Context: an optimization exercise on an open-source flow, tuned for small area, a short achievable clock period and few clock cycles per item. The choices shown serve that exercise and are no tape-out recipe.
Where RTL was checked, it was by simulation tests only, not by an equivalence proof against the original.
Power is estimated from default activity; no workload was simulated.

==> maple <==
## ssrb_raster
module ssrb_raster (
    input  wire        clk,
    input  wire        rst,         
    input  wire        sp_valid,
    output wire        sp_ready,
    input  wire [31:0] sp_data,
    output reg         done,
    input  wire [3:0]  rd_col,
    input  wire [2:0]  rd_row,
    output wire [23:0] rd_pix
);
clock: 15.0 ns
lec_check: 0
cap_margin: 20
core_margin: 2
core_utilization: 70
cts_cluster_diameter: 80
cts_cluster_size: 28
place_density: 0.85
slew_margin: 20
synth_hierarchical: 1
synth_memory_max_bits: 16384
synth_minimum_keep_size: 0
standard.sh (not shown) runs the stock make flow with config.mk's settings and CLKGATE_MAP_FILE= SYNTH_SCRIPT=/design/flow/synth_recipe.tcl, a recipe that flattens the netlist after the stock synthesis.
==> flow/flow/run.sh <==
#!/bin/bash
# Layout flow: the standard flow's own layout (standard.sh, all ORFS steps from the
# standard synthesis to finish) with one change to the port buffers.
# buffer_ports still gives every input and output port a buffer, a buf_8
# here; then, after global placement, flow/ports.tcl makes all of them but
# those of the read address inputs rd_row and rd_col, which fan out across
# the read port, buf_2 cells. make's full output goes to standard.log here.
set -euo pipefail
bash standard.sh "BUFFER_PORTS_ARGS=-buffer_cell sky130_fd_sc_hd__buf_8" \
    "POST_GLOBAL_PLACE_TCL=$PWD/flow/ports.tcl" finish > standard.log 2>&1
==> flow/flow/ports.tcl <==
# Port buffers. buffer_ports gave every input and output port a buf_8; after
# global placement, the buffers of all ports but the read address inputs
# rd_row and rd_col (which fan out across the read port) become buf_2.
set block [ord::get_db_block]
foreach bterm [$block getBTerms] {
  set name [$bterm getName]
  if {[string match "rd_row*" $name] || [string match "rd_col*" $name]} { continue }
  set net [$bterm getNet]
  if {$net == "NULL"} { continue }
  foreach iterm [$net getITerms] {
    set inst [$iterm getInst]
    set master [[$inst getMaster] getName]
    if {$master == "sky130_fd_sc_hd__buf_8"} {
      puts "port $name: [$inst getName] $master -> sky130_fd_sc_hd__buf_2"
      replace_cell [get_cells [$inst getName]] sky130_fd_sc_hd__buf_2
    }
  }
}
==> fjord: changes against maple <==
--- a/flow/design.v
+++ b/flow/design.v
@@ -4,39 +4,39 @@
     input  wire [26:0] P,
     output wire [2:0]  cg,          
     output wire [2:0]  ce           
 );
     localparam F = 27;
-    localparam [63:0] R0 = 64'h0080008000400000;
-    localparam [63:0] R1 = 64'h0100010000200040;
-    localparam [63:0] R2 = 64'h2dd12ddc67a94380;
-    localparam [63:0] R3 = 64'hd177d17a9ab4f98f;
-    localparam [63:0] R4 = 64'h12211223d42a2849;
-    localparam [63:0] R5 = 64'ha7d7a7d206ff1bdf;
-    localparam [63:0] R6 = 64'hb38fb38fd2b609ae;
-    localparam [63:0] R7 = 64'heab1eabf1f03129e;
-    localparam [63:0] R8 = 64'h3271327e1e506a30;
-    localparam [63:0] R9 = 64'h7c8d7c8fb1c4836c;
-    localparam [63:0] R10 = 64'h61a061a21b2023ee;
-    localparam [63:0] R11 = 64'h80e580e1ef3e1d23;
-    localparam [63:0] R12 = 64'h59ba59b89111aaea;
-    localparam [63:0] R13 = 64'h96c096ca0a8d55e5;
-    localparam [63:0] R14 = 64'hf4b7f4b27184663c;
-    localparam [63:0] R15 = 64'h8a5e8a5585517733;
-    localparam [63:0] R16 = 64'h5785578e503ad493;
-    localparam [63:0] R17 = 64'hfc46fc40fdf70527;
-    localparam [63:0] R18 = 64'hbb18bb15ef9042fa;
-    localparam [63:0] R19 = 64'he483e480c7160930;
-    localparam [63:0] R20 = 64'h42e442e87de685de;
-    localparam [63:0] R21 = 64'h7e5d7e5a83530374;
-    localparam [63:0] R22 = 64'h7e367e3300dbff18;
-    localparam [63:0] R23 = 64'h2b5d2b56aa8955b5;
-    localparam [63:0] R24 = 64'hb399b39b33126626;
-    localparam [63:0] R25 = 64'h3c1e3c1c3c1c7838;
-    localparam [63:0] R26 = 64'hc01fc01fc01f803f;
-    localparam [63:0] R27 = 64'h0010001fffe0003f;
-    localparam [63:0] R28 = 64'hffefffe00000003f;
+    localparam [63:0] R0 = 64'h0000008000400000;
+    localparam [63:0] R1 = 64'h0000010000200040;
+    localparam [63:0] R2 = 64'h00012ddc67a94380;
+    localparam [63:0] R3 = 64'h0007d17a9ab4f98f;
+    localparam [63:0] R4 = 64'h00011223d42a2849;
+    localparam [63:0] R5 = 64'h0007a7d206ff1bdf;
+    localparam [63:0] R6 = 64'hffffb38fd2b609ae;
+    localparam [63:0] R7 = 64'h0001eabf1f03129e;
+    localparam [63:0] R8 = 64'h0001327e1e506a30;
+    localparam [63:0] R9 = 64'hfffd7c8fb1c4836c;
+    localparam [63:0] R10 = 64'h000061a21b2023ee;
+    localparam [63:0] R11 = 64'h000580e1ef3e1d23;
+    localparam [63:0] R12 = 64'hfffa59b89111aaea;
+    localparam [63:0] R13 = 64'h000096ca0a8d55e5;
+    localparam [63:0] R14 = 64'h0007f4b27184663c;
+    localparam [63:0] R15 = 64'hfffe8a5585517733;
+    localparam [63:0] R16 = 64'h0005578e503ad493;
+    localparam [63:0] R17 = 64'h0006fc40fdf70527;
+    localparam [63:0] R18 = 64'hfff8bb15ef9042fa;
+    localparam [63:0] R19 = 64'h0003e480c7160930;
+    localparam [63:0] R20 = 64'h000442e87de685de;
+    localparam [63:0] R21 = 64'hfffd7e5a83530374;
+    localparam [63:0] R22 = 64'h00067e3300dbff18;
+    localparam [63:0] R23 = 64'hfffd2b56aa8955b5;
+    localparam [63:0] R24 = 64'hfff9b39b33126626;
+    localparam [63:0] R25 = 64'hfffe3c1c3c1c7838;
+    localparam [63:0] R26 = 64'hffffc01fc01f803f;
+    localparam [63:0] R27 = 64'h0000001fffe0003f;
+    localparam [63:0] R28 = 64'hffffffe00000003f;
     localparam [63:0] R29 = 64'h000000000000003f;
     localparam [63:0] R30 = 64'hffffffffffffffc0;
     localparam [63:0] R31 = 64'h0000000000000000;
     localparam [63:0] R32 = 64'h0000000000000000;
     localparam [63:0] R33 = 64'h0000000000000000;
@@ -126,20 +126,21 @@
             12'h001, 12'h6d4, 12'ha66, 12'h228,
             12'ha82, 12'h171, 12'h539, 12'hd3e: hit = 1'b1;
             default: hit = 1'b0;
         endcase
     end
+    reg  [2:0]  row;                
     reg  [2:0]  nrow;               
     reg         pend;               
     reg  [3:0]  off;                
     wire        ld = take && hit;
     localparam [1:0] S_IDLE = 2'd0, S_TST = 2'd1, S_SCL = 2'd2, S_SRC = 2'd3;
     reg  [1:0]  st;
     reg         f;                  
     reg  [7:0]  E;                  
     reg  [26:0] P;                  
-    reg         bad;                
+    reg         sgn;                
     reg  [2:0]  d;                  
     reg  [5:0]  t;                  
     reg  [2:0]  cg, ce;             
     wire [2:0]  cg_n, ce_n;
     ssrb_intensity u_thr (.a(t), .E(E), .P(P), .cg(cg_n), .ce(ce_n));
@@ -183,11 +184,11 @@
         end
     end
     always @(posedge clk) begin
         if (hit) begin
             E   <= sp_data[30:23];
-            bad <= sp_data[31] || (sp_data[30:23] == 8'hff && sp_data[22:0] != 23'd0);
+            sgn <= sp_data[31];
         end else if (st == S_SCL) begin
             E   <= E + {6'd0, nrm, !nrm} + 8'd2;
         end
         if (hit)
             P   <= {sp_data[22:0], 4'd0};
@@ -227,10 +228,11 @@
             3'd2:    base = 8'd102;
             3'd3:    base = 8'd153;
             default: base = 8'd204;
         endcase
     end
+    wire        bad = sgn || (d == 3'd5 && E == 8'd255 && P != 27'd0);
     wire [7:0]  qv  = bad ? 8'd0 : (d == 3'd5) ? 8'd255 : base + {2'd0, t};
     wire        ins = pend && (st == S_IDLE) && (off == W - 1);
     always @(posedge clk) begin
         if (rst) begin
             bin_cnt <= 12'h001;
@@ -256,18 +258,21 @@
             end else if (ins) begin
                 pend <= 1'b0;
             end
         end
     end
+    always @(posedge clk)
+        if (hit)
+            row <= nrow;
     reg  [8*W*H-1:0] ring;          
     reg  [W-1:0]     vp;            
     integer r;
     genvar gi, gj;
     wire [8*H-1:0] rin;             
     generate
         for (gi = 0; gi < H; gi = gi + 1) begin : g_ins
-            wire wr  = ins && (nrow == ((gi + 1) & 7));
+            wire wr  = ins && (row == gi);
             wire wrn = !wr;
             for (gj = 0; gj < 8; gj = gj + 1) begin : g_ib
                 ssrb_ao22 u_m (.a1(wr), .b1(qv[gj]), .a2(wrn), .b2(ring[8*W*gi + 8*(W-1) + gj]),
                                .y(rin[8*gi + gj]));
             end
==> flow/flow/run.sh (replaced) <==
#!/bin/bash
# Layout flow: the standard flow's own layout (standard.sh, all ORFS steps from the
# standard synthesis to finish) with one change to the port buffers.
# buffer_ports still gives every input and output port a buffer, a buf_2
# here; then, after global placement, flow/ports.tcl makes the buffers of
# the read address inputs rd_row and rd_col, which fan out across the read
# port, buf_8 cells. make's full output goes to standard.log here.
set -euo pipefail
bash standard.sh "BUFFER_PORTS_ARGS=-buffer_cell sky130_fd_sc_hd__buf_2" \
    "POST_GLOBAL_PLACE_TCL=$PWD/flow/ports.tcl" finish > standard.log 2>&1
==> flow/flow/ports.tcl (replaced) <==
# Port buffers: buffer_ports gave every port a small buffer; the address
# inputs, which fan out across the read port, get a strong one.
set block [ord::get_db_block]
foreach bterm [$block getBTerms] {
  set name [$bterm getName]
  if {![string match "rd_row*" $name] && ![string match "rd_col*" $name]} { continue }
  set net [$bterm getNet]
  foreach iterm [$net getITerms] {
    set inst [$iterm getInst]
    set master [[$inst getMaster] getName]
    if {[string match "sky130_fd_sc_hd__buf_*" $master]} {
      puts "port $name: [$inst getName] $master -> sky130_fd_sc_hd__buf_8"
      replace_cell [get_cells [$inst getName]] sky130_fd_sc_hd__buf_8
    }
  }
}
- CTS_CLUSTER_DIAMETER: 80 -> 50
- CTS_CLUSTER_SIZE: 28 -> 30
==> qor summary <==
item	maple	fjord
Combinational fraction of design power	0.095	0.086
Result of the run	timing/DRC/antenna clean	timing/DRC/antenna clean
Die Span X	232 um	233 um
Placed wire-length estimate	65900 um	61700 um
Number of distinct library cell variants in the gate-level netlist after synthesis	92	100
Clock latency reported for the late side of the worst-skew pair	0.66 ns	0.65 ns
Worst IR Drop VDD	0.125 mV	0.115 mV
Switching Power	1.26 mW	1.48 mW
Cell count after placement	3825	3839
DR pass1 iterations	14	8
Crit Reg-Reg Startpoint	P[13]$_DFFE_PP_	P[3]$_SDFFE_PP0P_
Num CTS Buffers	49	66
Met1 Use GR	0.475	0.474
Register area	23000 sq um	23100 sq um
Hold Path Sink	ring[992]$_DFF_P_	ring[236]$_DFF_P_
Area of the multi-input gates	13100 sq um	13200 sq um
Capturing point of the worst reg2reg path	E[7]$_DFFE_PP_	E[5]$_DFFE_PP_
Startpoint of the most critical setup path	rd_col[2]	rd_row[2]
Clock group total power	1.55 mW	2.10 mW
Pin count of the biggest net entering global routing	65	88
Synth-to-Final Area Change	7.74%	10.0%
Cell area after layout	39300 sq um	40400 sq um
Die height	232 um	233 um
Net switching share of the total power	0.246	0.261
Final net count	3339	3365
Sequential portion of the cell area	0.584	0.571
Testbench counts of fjord, summed over its fixed seeds: cycles 524,560, columns 256.
Function not checked in maple: the RTL went through the layout flow alone.

## separate check: timing with driven ports
Ports are ideal in the flow. The routed layouts listed here were re-timed in OpenROAD. Step 1 assumes that a clkbuf_16 drives the clock port and a buf_2 every other input. Step 2, shift: input delay + t, output delay - t, t = (earliest + latest rising clock arrival at the registers) / 2. This alone moves slack from input paths to output paths. Three values: ideal ports, drivers, drivers and shift; two values: the first two.
run | shift t [ns] | setup WS [ns] | latest minus earliest clock arrival (ns)
maple | 0.694 | 10.221 / 10.215 / 9.521 | 0.043 / 0.044
fjord | 0.688 | 10.046 / 10.053 / 9.365 | 0.059 / 0.058
After both steps setup and hold are still met in every run listed. The setup slack of maple, which loses most, moves by -0.006 ns with the drivers and by -0.700 ns with both steps.
